Background: an optimization exercise with open tools, aiming at small area, a short achievable clock period and few clock cycles. Do not read the settings as production practice.
RTL that was checked went through simulation tests only; none was proved equivalent to the original.

Setup of lane 3:
## fhd_engine
module fhd_engine (
    input  wire         clk,
    input  wire         rst,         
    input  wire         in_valid,
    input  wire [7:0]   in_data,
    output wire         in_ready,
    output wire         busy,
    output wire [7:0]   status,
    output reg          dout_valid,
    output wire [127:0] digest
);
    localparam [31:0] S1_INIT  = 32'h05274C6C;
    localparam [31:0] S2_INIT  = 32'h6A7769F3;
    localparam [31:0] S3_INIT  = 32'h7672239B;
    localparam [31:0] KF = 32'h5A827999;
    localparam [31:0] PK = KF - 32'd1;      
    localparam [31:0] P23_INIT = 2 * S1_INIT + 3 * S2_INIT + PK;
    localparam [31:0] AA = 32'hC32F1E4B;
    localparam [31:0] BB = 32'h596807CD;
    localparam [31:0] CC = 32'hDE6F723A;
    localparam [31:0] DD = 32'hA18945BC;
    localparam [31:0] KG = 32'h6ED9EBA1;
    localparam [31:0] KH = 32'hCA62C1D6;
    localparam [31:0] KI = 32'h8F1BBCDC;
    localparam [7:0] OP_INIT   = 8'h01;
    localparam [7:0] OP_UPDATE = 8'h02;
    localparam [7:0] OP_FINAL  = 8'h03;
  ...
==> flow/config.mk <==
export PLATFORM = sky130hd
export DESIGN_NAME = fhd_engine
export DESIGN_NICKNAME = fhd_engine
export VERILOG_FILES = /design/flow/design.v
export SDC_FILE = /design/flow/constraint.sdc
export NUM_CORES = 4
export LEC_CHECK = 0
export CAP_MARGIN = 20
export CORE_MARGIN = 2
export CORE_UTILIZATION = 40
export SLEW_MARGIN = 20
export TNS_END_PERCENT = 0
export SETUP_SLACK_MARGIN = 15
==> flow/constraint.sdc <==
create_clock -name core_clock -period 22.0 [get_ports {clk}]
set_input_delay 4.4000 -clock core_clock [delete_from_list [all_inputs] [get_ports {clk}]]
set_output_delay 4.4000 -clock core_clock [all_outputs]
set_load 0.01 [all_outputs]
standard.sh (not shown) runs the stock make flow with config.mk's settings and CLKGATE_MAP_FILE= SYNTH_SCRIPT=/design/flow/synth_recipe.tcl, a recipe that flattens the netlist after the stock synthesis.
==> flow/flow/run.sh <==
#!/bin/bash
# Standard layout, with ORFS's timing repair (after CTS and after global
# routing) asked to reach a setup slack well above zero at the design's
# clock period, so that it sizes up the gates of the longest paths.
set -euo pipefail
MARGIN=15
cp config.mk config.orig.mk
echo "export SETUP_SLACK_MARGIN = ${MARGIN}" >> config.mk
bash standard.sh > standard.log 2>&1
The final layout from lane 3, which completed every stage, passed the timing, DRC and antenna checks at the end of the flow.
The inputs of lane 1 differ from those of lane 3 as listed below.
diff --git a/flow/design.v b/flow/design.v
--- a/flow/design.v
+++ b/flow/design.v
@@ -173,24 +173,26 @@
             PH_C:    ncur = n7;
             default: ncur = n8;
         endcase
     end
     wire        do_step = (ph == PH_A) || (iter != ncur);
     wire [2:0]  iter_n  = iter + 3'd1;
     wire        adv     = (ph == PH_A) || !do_step || (iter_n == ncur);
     wire [15:0] bsel   = 16'd1 << byte_idx;
     wire        last_c = (byte_idx == 4'd0) ? (remaining <= 32'd16) : last_q;
     integer j;
     always @(posedge clk) begin
         dout_valid <= 1'b0;
+        pk  <= pk_n;
+        xwq <= xn;
         if (rst) begin
             state   <= S_IDLE;
             ready_q <= 1'b0;
             err_q   <= 1'b0;
             cause_q <= 2'd0;
             lv      <= 1'b0;
             lzin    <= 1'b0;
             fin_q   <= 1'b0;
         end else begin
             lv   <= 1'b0;
             lzin <= 1'b0;
             if (lv) begin
@@ -281,25 +283,24 @@
                             rnd   <= 6'd0;
                             mi    <= 5'd0;
                             mo    <= 5'd0;
                             ph    <= PH_A;
                             iter  <= 3'd0;
                             state <= S_COMP;
                         end
                     end
                 end
                 S_COMP: begin
                     if (ph == PH_D)
                         p23 <= p23_n;
-                    pk <= pk_n;
                     if (do_step) begin
                         lv   <= 1'b1;
                         lzin <= adv;
                         lp   <= ph;
                         if (ph == PH_A) begin
                             s1 <= x1;
                             s2 <= x2;
                             s3 <= x3;
                         end
                     end
                     if (adv) begin
                         r0 <= r1;
@@ -325,20 +326,19 @@
                     if (!fin_q) begin
                         s0 <= x1;           
                     end else begin
                         s1         <= x1;
                         s2         <= x2;
                         s3         <= x3;
                         dout_valid <= 1'b1;
                         ready_q    <= 1'b0;
                         state      <= S_IDLE;
                     end
                 end
             endcase
-            xwq <= xn;
             if (state == S_COMP && !adv)
                 r0 <= xn;
             if (state == S_COMP && adv && do_step)
                 r3 <= xn;
         end
     end
 endmodule
--- outcome ---
Status: share of the synthesized area in compound gates (AO/OA/AOI/OAI) parity (lane 1, lane 3). Changes observed in lane 1 relative to lane 3: reg-to-reg setup timing slack decreased by 270 ps relative to the old numbers, synthesized instance count decreased by about 0.47% relative to the old numbers, non-clock buffer count decreased by 83 relative to the old numbers, clock period minus final worst setup slack increased by 270 ps relative to the old numbers. Delta (lane 1 minus lane 3): aggregate routed wire length fell 4.7%, total track usage fell 1.3 points. Met2 layer usage reported by global route in lane 1 vs lane 3: down 2.5 points. When lane 1 is measured against lane 3, its number of clock-tree buffers in the layout turns out 1 higher. | slew at the pin closest to its max-slew limit | lower: lane 1 |. Proportion of cell area spent on the clock network for lane 1: 0.18 points up relative to lane 3. Lane 3 -> lane 1: upper clock frequency limit decreased by a few percent.
Testbench counts of lane 1, summed over its fixed seeds: cycles 244,057.
For lane 3, only the layout was checked, not whether the RTL still works.

==> re-timing with driven ports <==
The results above use ideal ports. As a check the final layouts listed here were re-extracted and re-timed, cells and wires unchanged.
Step 1 sets driving cells, clkbuf_16 on the clock port and buf_2 on the other inputs (assumed; they add their load-dependent delay and slew).
Step 2 moves the port delays by t, midway between the first and last clock arrival at a register: inputs arrive t later, outputs are due t later. That takes back most of the time a late clock gives input paths.
Three values: ideal, step 1, step 2; two values: the first two.
run | t (ns) | setup WS [ns] | worst slew at a driven data input, ns
lane 3 | 0.796 | 14.603 / 14.603 / 14.258 | 0.08
lane 1 | 0.788 | 14.336 / 14.336 / 14.006 | 0.03
After both steps setup and hold are still met in every run listed. The setup slack of lane 3, which loses most, moves by 0.000 ns with the drivers and by -0.345 ns with both steps.
